What follows belongs to an exercise in optimizing a design on an open flow for small area, a short achievable clock period and few clock cycles per item; a production flow would make more cautious choices.
The RTL was checked by simulation tests, not by an equivalence proof against the original design.
Power and IR drop assume default switching activity.

### design/flow/design.v
module seg_demod (
    input  wire        clk,
    input  wire        rst_n,
    input  wire        in_valid,
    output wire        in_ready,
    input  wire [15:0] in_sample,
    input  wire [1:0]  in_scheme,
    input  wire        in_invert,
    output reg         out_valid,
    input  wire        out_ready,
    output reg         out_bit,
    output wire [71:0] out_metric
);
    reg        rdy;
    reg        pend;             
    reg        mbusy;            
    reg  [3:0] mt;               
    wire       adv  = rdy;
    wire       xfer = pend && !mbusy && !out_valid;
    wire       mlast = mbusy && (mt == 4'd9);
    assign in_ready = rdy;
    reg  [3:0]  kc;              
    reg  [15:0] s_r;
    reg  [3:0]  k_s;
    reg  [1:0]  sch_s;
    reg         inv_s;
    reg         v_s;
    wire        take = in_valid && rdy;
    always @(posedge clk) begin
        if (adv) begin
            s_r   <= in_sample;
            sch_s <= in_scheme;
            inv_s <= in_invert;
            k_s   <= kc;
        end
    end
    wire signed [15:0] s  = s_r;
    wire signed [17:0] s3 = s + (s <<< 1);
    wire signed [18:0] s5 = s + (s <<< 2);
    wire signed [29:0] m6  = (s3 <<< 11) + (s <<< 7) - (s <<< 1);               
    wire signed [29:0] m11 = (s <<< 13) + (s3 <<< 10) + (s5 <<< 6) + s;         
    wire signed [29:0] m15 = (s <<< 14) - (s5 <<< 8) + (s <<< 5) + s;           
    reg  signed [29:0] p6, p11, p15;
    reg  signed [15:0] s_p;
    reg  [3:0]  k_p;
    reg         v_p;
    reg         fsk_p, ask_p, ie_p;
    always @(posedge clk) begin
        if (adv) begin
            p6  <= m6;
            p11 <= m11;
            p15 <= m15;
            s_p <= s_r;
            k_p <= k_s;
            if (v_s && k_s == 4'd0) begin
                fsk_p <= (sch_s == 2'd1);
                ask_p <= (sch_s == 2'd0);
                ie_p  <= (sch_s == 2'd2) && inv_s;
            end
        end
    end
    reg [2:0] c_i1, c_q1, c_i2, c_q2;
    reg       n_i1, n_q1, n_i2, n_q2;
    function [3:0] sin1c;
        input [3:0] j;
        begin
            case (j[2:0])
                3'd0: sin1c[2:0] = 3'd0;
                3'd1: sin1c[2:0] = 3'd1;
                3'd2: sin1c[2:0] = 3'd2;
                3'd3: sin1c[2:0] = 3'd3;
                3'd4: sin1c[2:0] = 3'd4;
                3'd5: sin1c[2:0] = 3'd3;
                3'd6: sin1c[2:0] = 3'd2;
                default: sin1c[2:0] = 3'd1;
            endcase
            sin1c[3] = j[3];
        end
    endfunction
    wire [3:0] ci1 = sin1c(k_p);
    wire [3:0] cq1 = sin1c(k_p + 4'd4);
    wire [3:0] ci2 = sin1c({k_p[2:0], 1'b0});
    wire [3:0] cq2 = sin1c({k_p[2:0], 1'b0} + 4'd4);
    always @(*) begin
        c_i1 = fsk_p ? ci1[2:0] : 3'd0;  n_i1 = ci1[3];
        c_q1 = fsk_p ? cq1[2:0] : 3'd0;  n_q1 = cq1[3];
        c_q2 = fsk_p ? cq2[2:0] : 3'd0;  n_q2 = cq2[3];
        c_i2 = ask_p ? 3'd5 : ci2[2:0];  n_i2 = ask_p ? 1'b0 : ci2[3];
    end
    function signed [33:0] pick;
        input [2:0] c;
        input signed [29:0] a6, a11, a15;
        input signed [15:0] sv;
        begin
            case (c)
                3'd1:    pick = a6;
                3'd2:    pick = a11;
                3'd3:    pick = a15;
                3'd4:    pick = sv <<< 14;
                3'd5:    pick = sv;
                default: pick = 34'sd0;
            endcase
        end
    endfunction
    reg signed [33:0] acc_i1, acc_q1, acc_i2, acc_q2;
    reg               fsk_a, ie_a;
    wire first_p = (k_p == 4'd0);
    function signed [33:0] accum;
        input signed [33:0] a;
        input signed [33:0] v;
        input               neg;
        input               clr;
        reg [34:0] t;
        begin
            t = {clr ? 34'd0 : a, 1'b1} + {v ^ {34{neg}}, neg};
            accum = t[34:1];
        end
    endfunction
    wire signed [33:0] nx_i1 = accum(acc_i1, pick(c_i1, p6, p11, p15, s_p), n_i1, first_p);
    wire signed [33:0] nx_q1 = accum(acc_q1, pick(c_q1, p6, p11, p15, s_p), n_q1, first_p);
    wire signed [33:0] nx_i2 = accum(acc_i2, pick(c_i2, p6, p11, p15, s_p), n_i2, first_p);
    wire signed [33:0] nx_q2 = accum(acc_q2, pick(c_q2, p6, p11, p15, s_p), n_q2, first_p);
    always @(posedge clk) begin
        if (adv && v_p) begin
            acc_i1 <= nx_i1;
            acc_q1 <= nx_q1;
            acc_i2 <= nx_i2;
            acc_q2 <= nx_q2;
            fsk_a  <= fsk_p;
            ie_a   <= ie_p;
        end
    end
    reg signed [34:0] x1, x2;
    reg        [35:0] y1, y2;
    reg               yp1, yp2;      
    reg        [35:0] cs_s, cs_c;    
    reg        [1:0]  cc;            
    reg               nz;            
    reg               ie_m;
    reg        [67:0] om;
    assign out_metric = {{4{om[67]}}, om};
    wire signed [34:0] d_x1 = acc_i2 - acc_i1;
    wire signed [34:0] d_x2 = acc_q2 - acc_q1;
    wire signed [34:0] d_y1 = fsk_a ? (acc_i2 + acc_i1) : 35'sd1;
    wire signed [34:0] d_y2 = acc_q2 + acc_q1;
    function [36:0] brow;
        input signed [34:0] x;
        input [2:0] b;           
        reg one, two, neg;
        reg [35:0] xe, m;
        begin
            one = b[1] ^ b[0];
            two = (b[2] & ~b[1] & ~b[0]) | (~b[2] & b[1] & b[0]);
            neg = b[2];
            xe  = {x[34], x};
            m   = ({36{one}} & xe) | ({36{two}} & {xe[34:0], 1'b0});
            m   = m ^ {36{neg}};
            brow = {neg, ~m[35], m[34:0]};
        end
    endfunction
    wire [36:0] r1a = brow(x1, {y1[1:0], yp1});
    wire [36:0] r1b = brow(x1, y1[3:1]);
    wire [36:0] r2a = brow(x2, {y2[1:0], yp2});
    wire [36:0] r2b = brow(x2, y2[3:1]);
    wire [39:0] v0 = {4'd0, cs_s};
    wire [39:0] v1 = {4'd0, cs_c};
    wire [39:0] v2 = {4'd0, r1a[35:0]};
    wire [39:0] v3 = {4'd0, r2a[35:0]};
    wire [39:0] v4 = {2'd0, r1b[35:0], 1'b0, r1a[36]};
    wire [39:0] v5 = {2'd0, r2b[35:0], 1'b0, r2a[36]};
    wire [39:0] a1 = v0 ^ v1 ^ v2;
    wire [39:0] b1 = {(v0[38:0] & v1[38:0]) | (v0[38:0] & v2[38:0]) | (v1[38:0] & v2[38:0]), 1'b0};
    wire [39:0] a2 = v3 ^ v4 ^ v5;
    wire [39:0] b2 = {(v3[38:0] & v4[38:0]) | (v3[38:0] & v5[38:0]) | (v4[38:0] & v5[38:0]), 1'b0};
    wire [39:0] a3 = a1 ^ b1 ^ a2;
    wire [39:0] b3 = {(a1[38:0] & b1[38:0]) | (a1[38:0] & a2[38:0]) | (b1[38:0] & a2[38:0]), 1'b0};
    wire [39:0] a4 = a3 ^ b3 ^ b2;
    wire [39:0] b4 = {(a3[38:0] & b3[38:0]) | (a3[38:0] & b2[38:0]) | (b3[38:0] & b2[38:0]), 1'b0};
    wire [1:0] nb   = {1'b0, r1b[36]} + {1'b0, r2b[36]};
    wire [5:0] lowd = {2'b0, a4[3:0]} + {2'b0, b4[3:0]} + {4'b0, cc} + {2'b0, nb, 2'b0};
    wire [31:0] hi = cs_s[31:0] + cs_c[31:0] + {30'd0, cc} + 32'hAAAAAAAB;
    always @(posedge clk) begin
        if (xfer) begin
            x1  <= d_x1;
            x2  <= d_x2;
            y1  <= {d_y1[34], d_y1};
            y2  <= {d_y2[34], d_y2};
            yp1 <= 1'b0;
            yp2 <= 1'b0;
            ie_m <= ie_a;
        end else begin
            y1  <= {4'd0, y1[35:4]};
            y2  <= {4'd0, y2[35:4]};
            yp1 <= y1[3];
            yp2 <= y2[3];
        end
        if (xfer) begin
            cs_s <= 36'd0;
            cs_c <= 36'd0;
            cc   <= 2'd0;
            nz   <= 1'b0;
        end else begin
            cs_s <= a4[39:4];
            cs_c <= b4[39:4];
            cc   <= lowd[5:4];
            nz   <= nz | (lowd[3:0] != 4'd0);
        end
        if (mbusy && !mt[3])
            om[35:0] <= {lowd[3:0], om[35:4]};
        else if (mbusy && mt == 4'd8)
            om[35:0] <= {lowd[3:0], om[35:4]};
        if (mlast) begin
            om[67:36] <= hi;
            out_bit   <= (!hi[31] && (hi != 32'd0 || nz)) ^ ie_m;
        end
    end
    wire pend_n  = (adv && v_p && k_p == 4'd15) || (pend && !xfer);
    wire mbusy_n = xfer || (mbusy && !mlast);
    wire ov_n    = mlast || (out_valid && !out_ready);
    always @(posedge clk) begin
        if (!rst_n) begin
            rdy       <= 1'b1;
            kc        <= 4'd0;
            v_s       <= 1'b0;
            v_p       <= 1'b0;
            pend      <= 1'b0;
            mbusy     <= 1'b0;
            mt        <= 4'd0;
            out_valid <= 1'b0;
        end else begin
            rdy <= !(pend_n && (mbusy_n || ov_n));
            if (adv) begin
                v_s <= in_valid;
                v_p <= v_s;
                if (in_valid)
                    kc <= kc + 4'd1;
            end
            pend      <= pend_n;
            mbusy     <= mbusy_n;
            mt        <= xfer ? 4'd0 : (mbusy ? mt + 4'd1 : mt);
            out_valid <= ov_n;
        end
    end
endmodule
### design/flow/run.sh
#!/bin/bash
# synth_recipe.tcl (not shown) runs the flow's synth.tcl, then flattens the netlist and writes it again
# the make line also repeats each setting of config.mk as NAME=value (left out here)
make -C /OpenROAD-flow-scripts/flow DESIGN_CONFIG=/design/flow/config.mk WORK_HOME=/design/flow/orfs CLKGATE_MAP_FILE= SYNTH_SCRIPT=/design/flow/synth_recipe.tcl finish
### design/flow/constraint.sdc
create_clock -name core_clock -period 16.0 [get_ports {clk}]
set_input_delay 3.2000 -clock core_clock [delete_from_list [all_inputs] [get_ports {clk}]]
set_output_delay 3.2000 -clock core_clock [all_outputs]
set_load 0.01 [all_outputs]
### design/flow/config.mk
export PLATFORM = sky130hd
export DESIGN_NAME = seg_demod
export DESIGN_NICKNAME = seg_demod
export VERILOG_FILES = /design/flow/design.v
export SDC_FILE = /design/flow/constraint.sdc
export NUM_CORES = 4
export LEC_CHECK = 0
export CAP_MARGIN = 20
export CORE_MARGIN = 2
export CORE_UTILIZATION = 25
export SLEW_MARGIN = 20
==> insert_results.sql <==
INSERT INTO impl_metrics (metric_group, metric, value, unit) VALUES
('sta', 'fin_tns_setup', '0', 'ns'),
('worst_setup_path', 'setup.worst_path.start_class', 'flip-flop', ''),
('power_and_ir_drop', 'power.share.clock', '30.6', '%'),
('power_and_ir_drop', 'p_sw', '1.99', 'mW'),
('clock_tree', 'post_cts.repair.setup_buffers', '0', ''),
('worst_setup_path', 'cp.arrival', '6.75', 'ns'),
('worst_setup_path', 'worstSetupEndpointType', 'flip-flop', ''),
('synthesis', 'post_synth_instance_area', '0.0537', 'mm²'),
('floorplan', 'placementRows', '170', ''),
('global_route', 'grt_residual_overflow', '0', ''),
('floorplan', 'die-width', '467', 'µm'),
('clock_tree', 'cts_made_buffers', '67', ''),
('sta', 'clock.fmax', '158', 'MHz'),
('worst_setup_path', 'worst_ep_required_time', '16.42', 'ns'),
('sta', 'max_slew.worst_pin.slew', '1.05', 'ns'),
('clock_tree', 'cts_tree', 'built', ''),
('synthesis', 'synth_top_area_share', '22.6', '%'),
('sta', 'timing.final.crit_share', '39.6', '%'),
('finish', 'nets', '6847', ''),
('clock_tree', 'max-clock-path-buffers', '3', ''),
('detailed_routing', 'num_vias', '42748', ''),
('synthesis', 'synthesis.yosys.warnings', '1', ''),
('worst_setup_path', 'critPathSlowestCell', 'edfxtp_1', ''),
('global_route', 'grt_max_degree', '130', ''),
('floorplan', 'top_level_ports', '98', ''),
('placement', 'finalWeightedCongestion', '0.908', ''),
('power_and_ir_drop', 'power.internal', '3.51', 'mW'),
('placement', 'detailedPlacementHpwl', '114000', 'µm'),
('global_route', 'grt_first_pass_wirelength', '231000', 'µm'),
('min_path', 'min-delay-path-class', 'reg -> reg', ''),
('power_and_ir_drop', 'switching_fraction_of_total_power', '36.2', '%'),
('sta', 'rsz_0062_raised_after_global_routing', 'false', ''),
('finish', 'fin_cells', '8977', ''),
('synthesis', 'synth_async_sr_flop_share', '0', '%'),
('worst_setup_path', 'worst-path-stages', '23', ''),
('sta', 'final-max-slew-violation-count', '0', ''),
('power_and_ir_drop', 'power.leakage', '24.0', 'nW'),
('finish', 'final_layout_size_suffix_gt1_share', '3.70', '%'),
('clock_tree', 'clk_pin_slew_worst_paths', '0.07', 'ns'),
('status', 'run_status', 'finished clean', ''),
('detailed_routing', 'drtAntennaViolNets', '0', ''),
('clock_tree', 'post_cts.resized_instances', '0', ''),
('worst_setup_path', 'critPathMaxStageDelay', '0.67', 'ns'),
('clock_tree', 'cts_hold_repair_buffers', '0', ''),
('worst_setup_path', 'buf_inv_stages_crit_path', '3', ''),
('synthesis', 'ys.flop_type', 'edfxtp_1', ''),
('global_route', 'grt_pass1_vias', '40825', ''),
('synthesis', 'synth_seq_area_share', '28.5', '%'),
('global_route', 'antenna_found_initial', '1', ''),
('synthesis', 'syn_nets', '7033', ''),
('synthesis', 'postSynthRegisterBits', '563', ''),
('finish', 'postLayoutCellArea', '0.0595', 'mm²'),
('synthesis', 'synth_edf_count', '404', ''),
('floorplan', 'die_h', '467', 'µm'),
('placement', 'port_buffers', '97', ''),
('detailed_routing', 'drcViolationCount', '0', ''),
('detailed_routing', 'firstDrtPassIters', '6', ''),
('floorplan', 'initial_core_util', '25.1', '%'),
('synthesis', 'synthCells', '6269', ''),
('job', 'max_cap_viol_count', '0', ''),
('clock_tree', 'cts_num_sinks', '563', ''),
('sta', 'final_hold_viol_count', '0', ''),
('sta', 'finalSetupViolations', '0', ''),
('power_and_ir_drop', 'max-vdd-ir-drop', '0.0000755', 'V'),
('min_path', 'min_path_cells', '2', ''),
('detailed_routing', 'drt_wl_total', '146000', 'µm'),
('worst_setup_path', 'worst-r2r-cell-count', '23', ''),
('placement', 'placed_cells_incl_taps', '8852', ''),
('worst_setup_path', 'timing.setup.critical_path_class', 'reg -> reg', ''),
('sta', 'worst_slew_margin_rel', '28.9', '%'),
('power_and_ir_drop', 'share_seq_of_total_power', '34.9', '%');
[stage by stage]
stage                     utilization (%)  setup slack (ns)  total power [mW]
after floorplan                         -              8.66              3.26
after global placement               26.7              9.69              3.79
after detailed placement             26.7              9.67              3.81
after CTS                            27.8              9.62              5.52
after global routing                 27.8              9.01              5.82
final                                27.8              9.66              5.51
[Yosys cell counts, drive strengths merged (52+ instances only)]
library cell	count
nand2	644
inv	547
nor2	534
ha	525
o21ai	513
a21oi	471
edfxtp	404
xnor2	387
clkbuf	304
fa	216
dfxtp	159
and2	157
maj3	132
a21o	116
xor2	111
o211ai	104
buf	83
o21bai	78
nor3	69
nor2b	64
nand2b	52
nand3	52
[per-layer routing]
metal  vias to the layer above  GRT usage, %  wire length, µm
li1                      21260             -                -
met1                     20153          19.2            72600
met2                      1162          20.0            61700
met3                       173          1.87             7740
met4                         0          3.72             4030
met5                         -             0                0
[worst register-to-register path, stage by stage (launching register included)]
cell	delay [ns]
edfxtp_1	0.67
inv_1	0.28
ha_1	0.38
a21o_1	0.18
a21oi_1	0.25
o21bai_1	0.09
a21oi_1	0.24
o21bai_1	0.10
a21oi_1	0.24
o21bai_1	0.10
a21oi_1	0.24
xnor2_1	0.21
inv_1	0.09
fa_1	0.45
fa_1	0.49
inv_1	0.04
ha_1	0.24
nor3_1	0.19
o21ai_0	0.13
a31oi_1	0.29
o21bai_1	0.15
a2111o_1	0.46
and4_1	0.18
or3_1	0.36
[power by group through the flow]
| stage | Combinational [mW] | Clock [mW] | Sequential (mW) |
|---|---|---|---|
| 5_1_grt | 2.10 | 1.78 | 1.93 |
| 6_report | 1.90 | 1.68 | 1.92 |
| 3_3_place_gp | 1.84 | 0 | 1.95 |
| 2_1_floorplan | 1.38 | 0 | 1.87 |
| 3_5_place_dp | 1.86 | 0 | 1.95 |
| 4_1_cts | 1.87 | 1.73 | 1.92 |
[flip-flops by register name, summed over array words and instances (netlist names), 16 cells and up]
register and count:
om 68, cs_c 35, cs_s 35, x1 35
x2 35, y1 35, y2 35, acc_i1 34
acc_i2 34, acc_q1 34, acc_q2 34, p15 28
p6 28, p11 24, s_p 16, s_r 16
[cells in the final DEF (no fill, tap or decap), types with 28 or more instances in the layout]
cell / synthesis / layout
clkbuf_16: 0 / 68
a21o_1: 116 / 116
nor2b_1: 64 / 64
xnor2_1: 387 / 386
maj3_1: 132 / 132
nand3_1: 52 / 52
nor3_1: 69 / 69
o21ai_0: 507 / 506
and2_1: 156 / 155
nand2b_1: 52 / 51
o21a_1: 38 / 38
a211oi_1: 28 / 28
inv_1: 546 / 545
a21oi_1: 470 / 470
o211ai_1: 104 / 104
fa_1: 216 / 216
nand2_1: 644 / 644
o22ai_1: 44 / 44
edfxtp_1: 404 / 404
mux2i_1: 31 / 31
clkdlybuf4s50_1: 0 / 97
buf_4: 7 / 33
xor2_1: 111 / 110
o21bai_1: 77 / 77
a31oi_1: 41 / 41
a22oi_1: 34 / 34
ha_1: 525 / 525
nor2_1: 534 / 533
dfxtp_1: 159 / 148
a221oi_1: 39 / 39
[kinds of logic after synthesis]
family / Yosys count / synth area share (%)
adders and majority gates: 873 / 22.7
AOI/OAI and AO/OA: 1666 / 19.2
muxes: 32 / 0.599
and+or+nand+nor: 1702 / 14.2
xor gates and xnor gates: 498 / 8.12
DFF: 563 / 28.5
buffers and inverters: 935 / 6.60
[layout make-up]
class | count | area (µm²)
well taps | 2838 | 3550
diodes | 1 | 2.50
clock inverters | 47 | 612
fillers | 22634 | 155000
multi-input cells | 4771 | 34900
repair buffers | 132 | 1240
clock buffers | 77 | 1770
inverters | 548 | 2060
flip-flops and latches | 563 | 15300
[worst paths after layout]
path | startpoint | to | slack, ns
setup reg to reg | s_r[1] | p11[28] | 9.66
hold reg to reg | y2[32] | y2[28] | 0.42
setup / recovery | s_r[1] | p11[28] | 9.66
hold / removal | y2[32] | y2[28] | 0.42
Testbench counts, summed over its fixed seeds: cycles 51,312, items 3,200.

## static timing again, ports no longer ideal
How much do the figures lean on ideal ports? The routed layout below was timed once more, with nothing changed but the port constraints. Step 1 sets driving cells, clkbuf_16 on the clock port and buf_2 on the other inputs (assumed; they add their load-dependent delay and slew). Step 2, shift: input delay + t, output delay - t, t = (earliest + latest rising clock arrival at the registers) / 2. This alone moves slack from input paths to output paths. Slacks: ideal ports / drivers / drivers and shift; pairs: ideal ports / drivers.
t (ns): 0.766
setup slack, ns: 9.665 / 9.665 / 9.665
worst setup path at the end: register to register
clock arrival spread, ns: 0.056 / 0.056
worst slew at a driven data input, ns: 0.06
After both steps this run still meets setup and hold. For this run, drivers alone change the setup slack by 0.000 ns; drivers and shift together by 0.000 ns.
